This design comes from an exercise in tuning for small area, a short achievable clock period and few clock cycles on the open sky130 flow, not from production work.
Function was checked by simulation only, so behaviour that the tests miss may differ from the original.
No activity file was given, so power comes from the tool's default toggle rates.

==> flow/design.v (excerpt) <==
module g2p_field (
    input  wire        clk,
    input  wire        rst,         
    input  wire        cmd_valid,
    input  wire [31:0] cmd,
    input  wire [63:0] opa,
    input  wire [63:0] opb,
    output wire        cmd_ready,
    output reg         done,
    output reg  [3:0]  code,
    output wire [16:0] res
);
    localparam integer K  = 4;      
    localparam integer KM = 4;      
    localparam [3:0] C_OK       = 4'd0;
    localparam [3:0] C_ILLEGAL  = 4'd1;
    localparam [3:0] C_NOFIELD  = 4'd2;
    localparam [3:0] C_REDEFINE = 4'd3;
    localparam [3:0] C_DEGREE   = 4'd4;
    localparam [3:0] C_MODDEG   = 4'd5;
    localparam [3:0] C_DIVZERO  = 4'd8;
    localparam [3:0] S_IDLE = 4'd0;
    localparam [3:0] S_MUL  = 4'd1;    
    localparam [3:0] S_DIV  = 4'd2;    
    localparam [3:0] S_CINI = 4'd3;    
    localparam [3:0] S_CSQ  = 4'd4;    
    localparam [3:0] S_CGCD = 4'd5;    
    localparam [3:0] S_CFIN = 4'd6;    
    localparam [3:0] S_SINI = 4'd7;    
    localparam [3:0] S_SSQ  = 4'd8;    
    localparam [3:0] S_SMU  = 4'd9;    
    reg [3:0] state;
    wire st_idle = (state == S_IDLE);
    wire st_mul  = (state == S_MUL);
    wire st_div  = (state == S_DIV);
    wire st_cini = (state == S_CINI);
    wire st_csq  = (state == S_CSQ);
    wire st_cgcd = (state == S_CGCD);
    wire st_cfin = (state == S_CFIN);
    wire st_sini = (state == S_SINI);
    wire st_ssq  = (state == S_SSQ);
    wire st_smu  = (state == S_SMU);
    assign cmd_ready = st_idle;
    reg        fvalid;
    reg        irr;         
    reg [4:0]  p;
    reg [16:0] fmod;
    reg        opa_hi;      
    reg        opb_hi;
    reg [15:0] topbit;      
    reg [KM-1:0] mt;        
    reg [15:0] mask;
    integer i;
  ...
For scale: ~2600 cells after synthesis, ~190 I/O pins, about 19000 um^2 of cells after synthesis.
==> flow/config.mk <==
export PLATFORM = sky130hd
export DESIGN_NAME = g2p_field
export DESIGN_NICKNAME = g2p_field
export VERILOG_FILES = /design/flow/design.v
export SDC_FILE = /design/flow/constraint.sdc
export NUM_CORES = 4
export LEC_CHECK = 0
export CAP_MARGIN = 20
export CORE_MARGIN = 2
export CORE_UTILIZATION = 40
export SETUP_SLACK_MARGIN = 4.0
export SLEW_MARGIN = 20
==> flow/constraint.sdc <==
create_clock -name core_clock -period 8.0 [get_ports {clk}]
set_input_delay 1.6000 -clock core_clock [delete_from_list [all_inputs] [get_ports {clk}]]
set_output_delay 1.6000 -clock core_clock [all_outputs]
set_load 0.01 [all_outputs]
run.sh (not shown) runs the stock make flow with config.mk's settings and CLKGATE_MAP_FILE= SYNTH_SCRIPT=/design/flow/synth_recipe.tcl, a recipe that flattens the netlist after the stock synthesis.
Testbench counts at the start, summed over its fixed seeds: cycles 18,973.
==> next run, changes <==
--- a/flow/design.v
+++ b/flow/design.v
@@ -69,19 +69,19 @@
     wire start_mul = accept && fvalid && is_fmul;
     wire start_div = accept && fvalid && is_fdiv && !b_zero;
     wire set_res   = accept && fvalid && (is_fcvt || is_addsub);
     wire deg_bad = opa_hi || (p == 5'd0) || (p[4] && (p[3:0] != 4'd0));
     wire mod_ok  = !opb_hi && ((fmod >> p) == 17'd1);
     reg [16:0] f;
     reg [15:0] g;
     reg [15:0] u;
     reg [16:0] v;           
-    reg [5:0]  e;           
+    reg [6:0]  e;           
     reg [4:0]  cnt;
     assign res = v;
     reg [KM-1:0] ub;        
     reg [KM-1:0] ovf;
     reg [15:0] m_u;
     reg [15:0] m_v;
     integer s, s2;
     always @* begin
         for (s = 0; s < KM; s = s + 1)
@@ -95,39 +95,37 @@
         m_v = v[15:0];
         for (s = 0; s < KM; s = s + 1) begin
             if (g[s]) m_v = m_v ^ m_u;
             m_u = {m_u[14:0], 1'b0} ^ (ovf[s] ? fmod[15:0] : 16'd0);
         end
     end
     wire [15:0] m_g   = g >> KM;
     wire        m_fin = (m_g == 16'd0);
     reg [2*K:0] q, q2;
-    reg [6:0]   qs;
+    reg [7:0]   qs;
     reg         es;         
     reg [3:0]   eo;
     reg [16:0] d_f;
     reg [15:0] d_g;
     reg [15:0] d_u;
     reg [15:0] d_v;
-    reg [5:0]  d_e;
-    reg [5:0]  d_ep, d_en;
+    reg [6:0]  d_e;
     reg        g0, sw;
     reg [16:0] d_f_in;
     reg        d_fin;
-    reg        d_g1;        
     reg [16:0] gx;
     reg [15:0] ux;
     reg [16:0] ur;
     integer t, o;
     always @* begin
         for (o = -K; o <= K; o = o + 1) begin
-            qs = {e[5], e} + o[6:0];
-            q[K + o] = ~qs[6];
+            qs = {e[6], e} + o[7:0];
+            q[K + o] = ~qs[7];
         end
         es = 1'b0;
         eo = 4'd0;
         d_f = f; d_g = g; d_u = u; d_v = v[15:0];
         for (t = 0; t < K; t = t + 1) begin
             g0 = d_g[0];
             sw = g0 & q[K];
             d_f_in = d_f;
             gx = {1'b0, d_g} ^ (g0 ? d_f : 17'd0);
@@ -144,29 +142,25 @@
             end
             if (sw) begin
                 d_f = {1'b0, d_g};
                 if (!st_cgcd) d_v = d_u;
                 es = ~es;
                 eo = ~eo;
             end else begin
                 eo = eo + 4'd1;
             end
-            if (t == K - 1) begin
-                d_g1  = (gx[16:1] == 16'd1);
-                d_fin = (sw ? (d_g == 16'd1) : (d_f_in == 17'd1)) || d_g1 ||
+            if (t == K - 1)
+                d_fin = (sw ? (d_g == 16'd1) : (d_f_in == 17'd1)) ||
                         (g0 ? (d_g[15:1] == d_f_in[15:1] && !d_f_in[16]) : (d_g[15:1] == 15'd0));
-            end
             d_g = gx[16:1];
             d_u = ur[16:1];
         end
-        d_ep = e + {{2{eo[3]}}, eo};
-        d_en = ~e + {{2{eo[3]}}, eo};
-        d_e  = es ? d_en : d_ep;
+        d_e = (es ? ~e : e) + {{3{eo[3]}}, eo};
     end
     reg gcd_pt;
     wire [4:0] cnt1 = cnt + 5'd1;
     always @* begin
         case (p)
             5'd4:  gcd_pt = (cnt1 == 5'd2);
             5'd6:  gcd_pt = (cnt1 == 5'd2) || (cnt1 == 5'd3);
             5'd8:  gcd_pt = (cnt1 == 5'd4);
             5'd9:  gcd_pt = (cnt1 == 5'd3);
@@ -293,19 +287,19 @@
         else begin
             case (state)
                 S_IDLE: begin
                     if (start_mul || start_div)
                         v <= 17'd0;
                     else if (set_res)
                         v <= {1'b0, a_el ^ (is_addsub ? b_el : 16'd0)};
                 end
                 S_MUL, S_SMU: v <= {1'b0, m_v};
-                S_DIV: v <= {1'b0, d_g1 ? d_u : d_v};
+                S_DIV: v <= {1'b0, d_v};
                 S_CINI: if (ini_ok && ini_run) v <= 17'd0;
                 S_CSQ: begin
                     if (m_fin && !sq_last && !gcd_pt)
                         v <= 17'd0;
                     else
                         v <= {1'b0, m_v};
                 end
                 S_CGCD: if (c_fin) v <= 17'd0;
                 S_CFIN: v <= fmod;
@@ -317,19 +311,19 @@
         end
     end
     always @(posedge clk) begin
         e <= d_e;
         case (state)
             S_IDLE: begin
                 f <= fmod;
                 g <= b_el;
                 u <= a_el;
-                e <= 6'd0;
+                e <= 7'd0;
             end
             S_MUL: begin
                 u <= m_u;
                 g <= m_g;
             end
             S_DIV: begin
                 f <= d_f;
                 g <= d_g;
                 u <= d_u;
@@ -339,19 +333,19 @@
                 g   <= 16'd2;
                 cnt <= 5'd0;
             end
             S_CSQ: begin
                 if (m_fin) begin
                     cnt <= cnt1;
                     if (gcd_pt) begin
                         f <= fmod;
                         g <= m_v ^ 16'd2;
-                        e <= 6'd0;
+                        e <= 7'd0;
                     end else begin
                         u <= m_v;
                         g <= m_v;
                     end
                 end else begin
                     u <= m_u;
                     g <= m_g;
                 end
             end
What happened: The changed run ran to the end with no violations. Hold slack is better by 0.049 ns. Routed wire length goes down by about 2.7%. Die area goes down by 4.7%. Non-clock buffer count goes down by 56. Cell count goes down by about 5.4%. Power goes down by 7.8%. Synthesized cell count goes down by about 5%.
Testbench counts after the change, summed over its fixed seeds: cycles 19,503.


== job 101 ==
Another version of the RTL of g2p_field (not shown whole).
Size: ~2,600 cells after synthesis, about 130 flip-flops.
## g2p_field
module g2p_field (
    input  wire        clk,
    input  wire        rst,         
    input  wire        cmd_valid,
    input  wire [31:0] cmd,
    input  wire [63:0] opa,
    input  wire [63:0] opb,
    output wire        cmd_ready,
    output reg         done,
    output reg  [3:0]  code,
    output wire [16:0] res
);
    localparam integer K  = 4;      
    localparam integer KM = 4;      
    localparam [3:0] C_OK       = 4'd0;
    localparam [3:0] C_ILLEGAL  = 4'd1;
    localparam [3:0] C_NOFIELD  = 4'd2;
    localparam [3:0] C_REDEFINE = 4'd3;
    localparam [3:0] C_DEGREE   = 4'd4;
    localparam [3:0] C_MODDEG   = 4'd5;
    localparam [3:0] C_DIVZERO  = 4'd8;
    localparam [3:0] S_IDLE = 4'd0;
    localparam [3:0] S_MUL  = 4'd1;    
    localparam [3:0] S_DIV  = 4'd2;    
    localparam [3:0] S_CINI = 4'd3;    
    localparam [3:0] S_CSQ  = 4'd4;    
    localparam [3:0] S_CGCD = 4'd5;    
    localparam [3:0] S_CFIN = 4'd6;    
    localparam [3:0] S_SINI = 4'd7;    
    localparam [3:0] S_SSQ  = 4'd8;    
    localparam [3:0] S_SMU  = 4'd9;    
    reg [3:0] state;
    wire st_idle = (state == S_IDLE);
    wire st_mul  = (state == S_MUL);
    wire st_div  = (state == S_DIV);
    wire st_cini = (state == S_CINI);
    wire st_csq  = (state == S_CSQ);
    wire st_cgcd = (state == S_CGCD);
    wire st_cfin = (state == S_CFIN);
    wire st_sini = (state == S_SINI);
    wire st_ssq  = (state == S_SSQ);
    wire st_smu  = (state == S_SMU);
    assign cmd_ready = st_idle;
    reg        fvalid;
    reg        irr;         
    reg [4:0]  p;
    reg [16:0] fmod;
    reg        opa_hi;      
    reg        opb_hi;
    reg [15:0] topbit;      
    reg [KM-1:0] mt;        
    reg [15:0] mask;
    integer i;
    always @* begin
  ...
clock: 8.0 ns
lec_check: 0
cap_margin: 20
core_margin: 2
core_utilization: 50
setup_slack_margin: 3.6
slew_margin: 20
standard.sh (not shown) runs the stock make flow with config.mk's settings and CLKGATE_MAP_FILE= SYNTH_SCRIPT=/design/flow/synth_recipe.tcl, a recipe that flattens the netlist after the stock synthesis.
==> flow/flow/run.sh <==
#!/bin/bash
# Standard layout, with the port buffers taken as the smallest plain buffer
# (buf_1) instead of the cell buffer_ports picks by default.
set -o pipefail
export BUFFER_PORTS_ARGS="-buffer_cell sky130_fd_sc_hd__buf_1"
bash standard.sh > standard_flow.log 2>&1
Testbench counts of job 101, summed over its fixed seeds: cycles 18,852.
Here is what was changed in the inputs of job 102 compared with job 101.
-- flow/design.v --
<<< job 101, line 152
            end
            if (t == K - 1) begin
                d_g1  = g0 ? (({1'b0, d_g} ^ d_f_in) >> 1 == 17'd1) : (d_g[15:1] == 15'd1);
                d_fin = (sw ? (d_g == 16'd1) : (d_f_in == 17'd1)) ||
                        (g0 ? (({1'b0, d_g} ^ d_f_in) >> 2 == 17'd0) : (d_g[15:2] == 14'd0));
            end
            d_g = gx[16:1];
            d_u = ur[16:1];
        end
        d_e = 6'd0;
        for (o = -K; o <= K; o = o + 2) begin
            d_ep = e + o[5:0];
            d_en = ~e + o[5:0];
            if (eo == o[3:0])
                d_e = d_e | (es ? d_en : d_ep);
        end
    end
    reg gcd_pt;
>>> job 102, line 152
            end
            if (t == K - 1) begin
                d_g1  = (gx[16:1] == 16'd1);
                d_fin = (sw ? (d_g == 16'd1) : (d_f_in == 17'd1)) || d_g1 ||
                        (g0 ? (d_g[15:1] == d_f_in[15:1] && !d_f_in[16]) : (d_g[15:1] == 15'd0));
            end
            d_g = gx[16:1];
            d_u = ur[16:1];
        end
        d_ep = e + {{2{eo[3]}}, eo};
        d_en = ~e + {{2{eo[3]}}, eo};
        d_e  = es ? d_en : d_ep;
    end
    reg gcd_pt;
<<< job 101, line 184
    end
    wire sq_last = (cnt1 == p);
    reg [4:0]  j0;
    always @* begin
        case (p)
            5'd4, 5'd6, 5'd10, 5'd14: j0 = 5'd1;
            5'd8, 5'd9, 5'd15:        j0 = 5'd2;
            5'd12, 5'd16:             j0 = 5'd3;
            default:                  j0 = 5'd0;
        endcase
    end
    wire [15:0] h0 = 16'd1 << (5'd1 << j0);
    wire f_one   = (f == 17'd1) || (g == 16'd1);  
    wire c_fin   = f_one || (g == 16'd0);        
    wire ini_ok  = !deg_bad && mod_ok;
>>> job 102, line 180
    end
    wire sq_last = (cnt1 == p);
    wire f_one   = (f == 17'd1);
    wire c_fin   = f_one || (g == 16'd0);        
    wire ini_ok  = !deg_bad && mod_ok;
<<< job 101, line 350
            end
            S_CINI: begin
                u   <= h0;
                g   <= h0;
                cnt <= j0;
            end
            S_CSQ: begin
>>> job 102, line 336
            end
            S_CINI: begin
                u   <= 16'd2;
                g   <= 16'd2;
                cnt <= 5'd0;
            end
            S_CSQ: begin
[summary]
Job 101 → job 102: maximum single-stage delay on the critical path -0.05 ns; area occupied by multi-input gates -2.2%; final cell count without fillers -47. Re global routing usage summed across all routing layers: job 102 is 2.2 points down on job 101. Worst endpoint required time was lower in the run labelled job 102.
Testbench counts of job 102, summed over its fixed seeds: cycles 18,973.

what the ideal ports hide:
In the flow no input, the clock included, has a driving cell. The finished layouts below were timed again as built, in two steps.
Step 1: set_driving_cell puts a clkbuf_16 on clk and a buf_2 on each other input, an assumption about the parent block.
Step 2 adds t to the input delays and takes it off the output delays; t is the mean of the earliest and latest rising clock arrival at the registers after step 1. Input paths then give back, and output paths get back, about the clock's delay inside the block.
Three values: ideal, step 1, step 2; two values: the first two.
run	t, ns	setup WS [ns]	worst hold slack (ns)	worst data-port slew with drivers (ns)
the first run of note 1	0.506	3.731 / 3.731 / 3.304	0.460 / 0.460 / 0.460	0.14
the second run of note 1	0.504	3.742 / 3.742 / 3.566	0.509 / 0.509 / 0.509	0.08
job 101	0.524	3.524 / 3.524 / 3.161	0.455 / 0.455 / 0.455	0.07
job 102	0.498	3.607 / 3.607 / 3.429	0.466 / 0.466 / 0.466	0.06
After both steps every run listed still meets setup and hold. The setup slack of the first run of note 1, which loses most, moves by 0.000 ns with the drivers and by -0.427 ns with both steps.
